What follows belongs to an exercise in optimizing a design on an open flow for small area; a production flow would make more cautious choices.
Function was checked by simulation only, so behaviour that the tests miss may differ from the original.
Power is estimated from default activity; no workload was simulated.

==> xenon <==
// usbasp_seq
module usbasp_seq (
    input  wire        clk,
    input  wire        rst,
    input  wire        req_valid,
    output wire        req_ready,
    input  wire [1:0]  req_kind,
    input  wire [63:0] req_data,
    input  wire [3:0]  req_len,
    output wire        rsp_valid,
    output reg  [2:0]  rsp_code,
    output reg  [3:0]  rsp_len,
    output wire [63:0] rsp_data,
    output wire        tgt_valid,
    input  wire        tgt_ready,
    output wire [4:0]  tgt_op,
    output wire [31:0] tgt_addr,
    output wire [63:0] tgt_wdata,
    output wire [3:0]  tgt_len,
    input  wire [63:0] tgt_rdata,
    input  wire        rx_evt,
    input  wire [7:0]  rx_byte,
    input  wire        tx_evt,
    output wire        line_tx_valid,
    output wire [7:0]  line_tx_data,
    output reg         chan_en,
    output reg         rx_irq_en,
    output reg         tx_irq_en,
    output reg  [15:0] cfg_baud,
    output reg  [5:0]  cfg_mode
);
    localparam [1:0] K_SETUP = 2'd0, K_FILL = 2'd1, K_DRAIN = 2'd2;
    localparam [2:0] R_REPLY = 3'd0, R_MOREPKT = 3'd1, R_DATA = 3'd2,
                     R_MORE  = 3'd3, R_DONE    = 3'd4, R_NOTREADY = 3'd5;
    localparam [4:0] E_NONE = 5'd0,
                     E_ISP_XFER = 5'd3, E_ISP_ENTERPROG = 5'd4, E_ISP_SETSCK = 5'd5,
                     E_ISP_RDFLASH = 5'd6, E_ISP_RDEEPROM = 5'd7,
                     E_ISP_WRFLASH_I = 5'd8, E_ISP_WRFLASH_P = 5'd9,
                     E_ISP_FLUSHPAGE = 5'd10, E_ISP_WREEPROM = 5'd11,
                     E_TPI_RECV = 5'd14, E_TPI_RDBLOCK = 5'd16, E_TPI_WRBLOCK = 5'd17,
                     X_TXFREE = 5'd18, X_CAPS = 5'd19, X_STREAM = 5'd20;
    localparam [3:0] OP_IDLE = 4'd0, OP_RFLASH = 4'd1, OP_REEPROM = 4'd2,
                     OP_WFLASH = 4'd3, OP_WEEPROM = 4'd4, OP_RTPI = 4'd5,
                     OP_WTPI = 4'd6, OP_UTX = 4'd7, OP_URX = 4'd8;
  ...
clock: 8.0 ns
lec_check: 0
cap_margin: 20
core_margin: 2
core_utilization: 40
cts_buf_list: sky130_fd_sc_hd__clkbuf_16
cts_cluster_diameter: 150
cts_cluster_size: 20
place_density: 0.6
slew_margin: 20
run.sh (not shown) runs the stock make flow with config.mk's settings and CLKGATE_MAP_FILE= SYNTH_SCRIPT=/design/flow/synth_recipe.tcl, a recipe that flattens the netlist after the stock synthesis.
==> pepper (differences from xenon) <==
--- a/flow/design.v
+++ b/flow/design.v
@@ -24,36 +24,33 @@
     output wire [7:0]  line_tx_data,
     output reg         chan_en,
     output reg         rx_irq_en,
     output reg         tx_irq_en,
     output reg  [15:0] cfg_baud,
     output reg  [5:0]  cfg_mode
 );
-    localparam [1:0] K_SETUP = 2'd0, K_FILL = 2'd1, K_DRAIN = 2'd2;
+    localparam [1:0] K_SETUP = 2'd0, K_FILL = 2'd1, K_DRAIN = 2'd2, K_NR = 2'd3;
     localparam [2:0] R_REPLY = 3'd0, R_MOREPKT = 3'd1, R_DATA = 3'd2,
                      R_MORE  = 3'd3, R_DONE    = 3'd4, R_NOTREADY = 3'd5;
     localparam [4:0] E_NONE = 5'd0,
                      E_ISP_XFER = 5'd3, E_ISP_ENTERPROG = 5'd4, E_ISP_SETSCK = 5'd5,
                      E_ISP_RDFLASH = 5'd6, E_ISP_RDEEPROM = 5'd7,
                      E_ISP_WRFLASH_I = 5'd8, E_ISP_WRFLASH_P = 5'd9,
                      E_ISP_FLUSHPAGE = 5'd10, E_ISP_WREEPROM = 5'd11,
                      E_TPI_RECV = 5'd14, E_TPI_RDBLOCK = 5'd16, E_TPI_WRBLOCK = 5'd17,
-                     X_TXFREE = 5'd18, X_CAPS = 5'd19, X_STREAM = 5'd20;
-    localparam [3:0] OP_IDLE = 4'd0, OP_RFLASH = 4'd1, OP_REEPROM = 4'd2,
-                     OP_WFLASH = 4'd3, OP_WEEPROM = 4'd4, OP_RTPI = 4'd5,
-                     OP_WTPI = 4'd6, OP_UTX = 4'd7, OP_URX = 4'd8;
-    localparam [3:0] S_IDLE = 4'd0, S_DEC = 4'd1, S_EV = 4'd2, S_LOOP = 4'd3,
-                     S_CNT = 4'd4, S_CINC = 4'd5, S_ROT = 4'd6, S_AL0 = 4'd7,
-                     S_ALIGN = 4'd8, S_RESP = 4'd9;
+                     X_TXFREE = 5'd18, X_CAPS = 5'd19, X_STREAM = 5'd20, X_FIRST = 5'd21;
+    localparam [3:0] OP_IDLE = 4'b0000,
+                     OP_RFLASH = 4'b1000, OP_REEPROM = 4'b1001, OP_RTPI = 4'b1010, OP_URX = 4'b1011,
+                     OP_WFLASH = 4'b1100, OP_WEEPROM = 4'b1101, OP_WTPI = 4'b1110, OP_UTX = 4'b1111;
+    localparam [3:0] S_IDLE = 4'd7, S_DEC = 4'd9, S_EV = 4'd8, S_LOOP = 4'd2, S_CNT = 4'd5, S_ROT = 4'd14, S_AL0 = 4'd15, S_ALIGN = 4'd1, S_RESP = 4'd0;
     reg  [3:0]  st;
     reg  [1:0]  kind_q;
     reg  [3:0]  n_q;
     reg  [63:0] b;
     reg  [4:0]  evop;
-    reg         nr;
     reg  [3:0]  op;
     reg  [31:0] cursor;
     reg  [15:0] remaining;
     reg  [11:0] page_size;
     reg  [15:0] page_counter;
     reg         blk_last;
     reg         long_mode;
@@ -92,22 +89,25 @@
     assign req_ready = (st == S_IDLE);
     assign rsp_valid = (st == S_RESP);
     assign rsp_data  = b;
     assign tgt_valid = (st == S_EV);
     assign tgt_op    = evop;
     assign tgt_addr  = cursor;
     assign tgt_wdata = b;
-    assign tgt_len   = idx;
+    wire        rem_lt_n = (remaining[15:4] == 12'd0) && (remaining[3:0] < n_q);
+    wire        k_nz     = (n_q != 4'd0) && rem_nz;
+    assign tgt_len   = rem_lt_n ? remaining[3:0] : n_q;
     assign line_tx_valid = tx_evt && tx_irq_en && (txc != 4'd0);
     assign line_tx_data  = tq[14];
     always @(*) begin
         case (kind_q)
-            K_SETUP: rsp_code = (evop == X_STREAM) ? R_MOREPKT : R_REPLY;
-            K_FILL:  rsp_code = nr ? R_NOTREADY : R_DATA;
-            default: rsp_code = nr ? R_NOTREADY : (rem_nz ? R_MORE : R_DONE);
+            K_SETUP: rsp_code = (evop[4:1] == 4'b1010) ? R_MOREPKT : R_REPLY;
+            K_FILL:  rsp_code = R_DATA;
+            K_DRAIN: rsp_code = rem_nz ? R_MORE : R_DONE;
+            default: rsp_code = R_NOTREADY;
         endcase
         if (kind_q != K_SETUP)
             rsp_len = idx;
         else case (evop)
             E_ISP_XFER, X_CAPS:                       rsp_len = 4'd4;
             E_ISP_ENTERPROG, E_ISP_SETSCK, E_TPI_RECV: rsp_len = 4'd1;
             X_TXFREE:                                 rsp_len = 4'd2;
@@ -116,17 +116,16 @@
     end
     wire        paged     = (page_size != 12'd0);
     wire [15:0] pc_dec    = paged ? dec16(page_counter) : page_counter;
     wire        page_full = paged && (pc_dec == 16'd0);
     wire        last_byte = (remaining == 16'd1);
     wire        forced    = last_byte && blk_last && !page_full &&
                             (pc_dec != {4'd0, page_size});
-    wire [4:0]  rx_sum  = {1'b0, t} + {1'b0, rxc};
     wire        urx = (kind_q == K_FILL);
-    wire        rx_pop  = (st == S_ROT) && urx && (rx_sum >= 5'd15) && more;
+    wire        rx_pop  = (st == S_ROT) && urx && (t >= ~rxc) && more;
     wire        tx_push = (st == S_ROT) && !urx && (t >= txc) && more;
     wire        rx_in   = rx_evt && rx_irq_en && (rxc != 4'd15);
     wire        tx_out  = tx_evt && tx_irq_en && (txc != 4'd0);
     wire        rx_shift = rx_in || (st == S_ROT);
     wire        tx_shift = tx_out || (st == S_ROT);
     reg  [7:0]  shin;
     always @(*) begin
@@ -151,15 +150,15 @@
             tq[0] <= tx_push ? b[7:0] : tq[14];
             for (i = 1; i < 15; i = i + 1) tq[i] <= tq[i-1];
         end
     end
     always @(posedge clk) begin
         if (rst) begin
             st        <= S_IDLE;
-            op        <= OP_IDLE;
+            op[3]     <= 1'b0;
             long_mode <= 1'b0;
             rxc       <= 4'd0;
             txc       <= 4'd0;
             chan_en   <= 1'b0;
             rx_irq_en <= 1'b0;
             tx_irq_en <= 1'b0;
         end else begin
@@ -172,28 +171,27 @@
                     n_q    <= req_len;
                     kind_q <= req_kind;
                     if (req_valid) st <= S_DEC;
                 end
                 S_DEC: begin
                     idx <= 4'd0;
                     t   <= 4'd0;
-                    nr  <= 1'b0;
                     case (kind_q)
                         K_SETUP: begin
                             b     <= {8'd0, b[63:8]};
                             evop  <= E_NONE;
                             st    <= S_AL0;
                             case (opcode)
                                 8'd1:  begin evop <= 5'd1;  st <= S_EV; end
-                                8'd2:  begin evop <= 5'd2;  st <= S_EV; op <= OP_IDLE; long_mode <= 1'b0; end
+                                8'd2:  begin evop <= 5'd2;  st <= S_EV; op[3] <= 1'b0; long_mode <= 1'b0; end
                                 8'd3:  begin evop <= 5'd3;  st <= S_EV; end
                                 8'd5:  begin evop <= 5'd4;  st <= S_EV; end
                                 8'd10: begin evop <= 5'd5;  st <= S_EV; end
                                 8'd11: begin evop <= 5'd12; st <= S_EV; end
-                                8'd12: begin evop <= 5'd13; st <= S_EV; op <= OP_IDLE; long_mode <= 1'b0; end
+                                8'd12: begin evop <= 5'd13; st <= S_EV; op[3] <= 1'b0; long_mode <= 1'b0; end
                                 8'd13: begin evop <= 5'd14; st <= S_EV; end
                                 8'd14: begin evop <= 5'd15; st <= S_EV; end
                                 8'd9: begin
                                     cursor    <= b[39:8];
                                     long_mode <= 1'b1;
                                 end
                                 8'd4, 8'd7, 8'd6, 8'd8, 8'd15, 8'd16, 8'd64, 8'd65: begin
@@ -209,16 +207,15 @@
                                         8'd8:  op <= OP_WEEPROM;
                                         8'd64: op <= OP_UTX;
                                         8'd65: op <= OP_URX;
                                         default: begin
                                             op        <= OP_WFLASH;
                                             page_size <= {b[39:36], b[31:24]};
                                             blk_last  <= b[33];
-                                            if (b[32])
-                                                page_counter <= {4'd0, b[39:36], b[31:24]};
+                                            if (b[32]) evop <= X_FIRST;
                                         end
                                     endcase
                                 end
                                 8'd60: begin
                                     rxc       <= 4'd0;
                                     txc       <= 4'd0;
                                     cfg_baud  <= b[23:8];
@@ -236,45 +233,45 @@
                                 end
                                 8'd66:  evop <= X_TXFREE;
                                 8'd127: evop <= X_CAPS;
                                 default: ;
                             endcase
                         end
                         K_FILL: begin
-                            case (op)
-                                OP_RFLASH:  begin evop <= E_ISP_RDFLASH;  st <= S_LOOP; end
-                                OP_REEPROM: begin evop <= E_ISP_RDEEPROM; st <= S_LOOP; end
-                                OP_RTPI:    begin evop <= E_TPI_RDBLOCK;  st <= S_CNT;  end
-                                OP_URX:     st <= S_ROT;
-                                default:    begin nr <= 1'b1; st <= S_RESP; end
-                            endcase
+                            if (op[3] && !op[2]) begin
+                                case (op[1:0])
+                                    2'd0:    begin evop <= E_ISP_RDFLASH;  st <= S_LOOP; end
+                                    2'd1:    begin evop <= E_ISP_RDEEPROM; st <= S_LOOP; end
+                                    2'd2:    begin evop <= E_TPI_RDBLOCK;  st <= k_nz ? S_EV : S_RESP; end
+                                    default: st <= S_ROT;
+                                endcase
+                            end else begin
+                                kind_q <= K_NR; st <= S_RESP;
+                            end
                         end
                         default: begin
-                            case (op)
-                                OP_WFLASH:  begin evop <= paged ? E_ISP_WRFLASH_P : E_ISP_WRFLASH_I; st <= S_LOOP; end
-                                OP_WEEPROM: begin evop <= E_ISP_WREEPROM; st <= S_LOOP; end
-                                OP_WTPI:    begin evop <= E_TPI_WRBLOCK;  st <= S_CNT;  end
-                                OP_UTX:     st <= S_ROT;
-                                default:    begin nr <= 1'b1; st <= S_RESP; end
-                            endcase
+                            if (op[3] && op[2]) begin
+                                case (op[1:0])
+                                    2'd0:    begin evop <= paged ? E_ISP_WRFLASH_P : E_ISP_WRFLASH_I; st <= S_LOOP; end
+                                    2'd1:    begin evop <= E_ISP_WREEPROM; st <= S_LOOP; end
+                                    2'd2:    begin evop <= E_TPI_WRBLOCK;  st <= k_nz ? S_EV : S_RESP; end
+                                    default: st <= S_ROT;
+                                endcase
+                            end else begin
+                                kind_q <= K_NR; st <= S_RESP;
+                            end
                         end
                     endcase
                 end
                 S_LOOP: st <= more ? S_EV : (urx ? S_AL0 : S_RESP);
                 S_CNT: begin
                     if (more) begin
                         idx       <= idx + 4'd1;
                         remaining <= rem_dec;
-                    end else
-                        st <= (idx == 4'd0) ? S_RESP : S_EV;
-                end
-                S_CINC: begin
-                    if (t != idx) begin
-                        cursor <= cur_inc;
-                        t      <= t + 4'd1;
+                        cursor    <= cur_inc;
                     end else
                         st <= S_RESP;
                 end
                 S_EV: if (tgt_ready) begin
                     case (evop)
                         E_ISP_XFER: begin
                             b   <= {shin, b[63:8]};
@@ -310,17 +307,17 @@
                             b      <= {shin, b[63:8]};
                             idx    <= idx + 4'd1;
                             cursor <= cur_inc;
                             st     <= S_LOOP;
                         end
                         E_TPI_RDBLOCK: begin
                             b  <= tgt_rdata;
-                            st <= S_CINC;
+                            st <= S_CNT;
                         end
-                        E_TPI_WRBLOCK: st <= S_CINC;
+                        E_TPI_WRBLOCK: st <= S_CNT;
                         default: st <= S_AL0;
                     endcase
                 end
                 S_ROT: begin
                     t <= t + 4'd1;
                     if (rx_pop) begin
                         b         <= {shin, b[63:8]};
@@ -334,29 +331,28 @@
                         idx       <= idx + 4'd1;
                         remaining <= rem_dec;
                         tx_irq_en <= 1'b1;
                     end
                     if (t == 4'd14) st <= urx ? S_AL0 : S_RESP;
                 end
                 S_AL0: begin
+                    if (evop == X_FIRST) page_counter <= {4'd0, page_size};
                     t  <= idx;
                     st <= S_ALIGN;
                 end
                 S_ALIGN: begin
                     if (t != 4'd8) begin
                         b <= {shin, b[63:8]};
                         t <= t + 4'd1;
                     end else
                         st <= S_RESP;
                 end
                 S_RESP: begin
                     st <= S_IDLE;
-                    if (!nr) begin
-                        if (kind_q == K_FILL && idx != 4'd8) op <= OP_IDLE;
-                        if (kind_q == K_DRAIN && !rem_nz)    op <= OP_IDLE;
-                    end
+                    if (kind_q == K_FILL && idx != 4'd8) op[3] <= 1'b0;
+                    if (kind_q == K_DRAIN && !rem_nz)    op[3] <= 1'b0;
                 end
                 default: st <= S_IDLE;
             endcase
         end
     end
 endmodule
==> flow/flow/run.sh (new file) <==
#!/bin/bash
# The standard layout (standard.sh), except that the buffer put on every
# input and output port is the smallest buffer cell instead of the default.
set -euo pipefail
export BUFFER_PORTS_ARGS="-buffer_cell sky130_fd_sc_hd__buf_1"
bash standard.sh > standard.log 2>&1
==> flow/standard.sh (new file) <==
#!/bin/bash
# synth_recipe.tcl (not shown) runs the flow's synth.tcl, then flattens the netlist and writes it again
# the make line also repeats each setting of config.mk as NAME=value (left out here)
make -C /OpenROAD-flow-scripts/flow DESIGN_CONFIG=/design/flow/config.mk WORK_HOME=/design/flow/orfs CLKGATE_MAP_FILE= SYNTH_SCRIPT=/design/flow/synth_recipe.tcl "${@:-finish}"
CTS_CLUSTER_SIZE = 24   (was 20)
removed: flow/run.sh
==> run notes <==
item	pepper	xenon
Parity-gate share of the synthesized area counting xor and xnor cells	1.11%	1.49%
Min-delay src	tq[9][1]	tq[3][7]
Share of the final layout cell area in sequential cells	59.6%	53.0%
Clock network power consumption	1250 µW	1350 µW
Flop and latch count out of synthesis	441	442
Count of antenna diodes in the layout	0	1
Total met3 wirelength after detailed routing	4080 µm	4070 µm
Routability cong.	0.875	0.909
CLK BUF	23	26
Worst Setup Slack post-DPL	1.65 ns	1.54 ns
Slowest Stage Delay on Critical Path	0.43 ns	0.44 ns
Grt met1 use	29.2%	32.9%
Post-Synth Adder-Cell Area	5.40%	4.91%
Worst skew pair latency	0.57 ns	0.60 ns
Area post-placement	21300 µm²	23900 µm²
Outcome	no timing/DRC/antenna violations	no timing/DRC/antenna violations
Post-route cell area	21900 µm²	24700 µm²
Final worst hold slack	0.415 ns	0.405 ns
Count of flip-flops with a built-in enable after synthesis	425	423
Post-Route M1 WL	23500 µm	26600 µm
Post-Syn Nets	1750	1838
Overall global routing resource usage	20.8%	21.9%
Worst setup slack for register-to-register paths	1.64 ns	1.50 ns
Fraction of standard cell area in multi-input logic	24.9%	23.4%

[separate check: timing with driven ports]
The flow's constraints put no driver on any port. The routed layouts listed below were extracted and timed again, unchanged, in two steps. Step 1: set_driving_cell puts a clkbuf_16 on clk and a buf_2 on each other input, an assumption about the parent block. Step 2 moves the port delays by t, midway between the first and last clock arrival at a register: inputs arrive t later, outputs are due t later. That takes back most of the time a late clock gives input paths. Three values: ideal ports, drivers, drivers and shift; two values: the first two.
run | t, ns | slack for setup (ns) | clock arrival spread, ns | worst data-port slew with drivers (ns)
xenon | 0.641 | 1.505 / 1.505 / 1.505 | 0.038 / 0.038 | 0.10
pepper | 0.619 | 1.644 / 1.644 / 1.644 | 0.029 / 0.029 | 0.08
After both steps setup and hold are still met in every run listed.
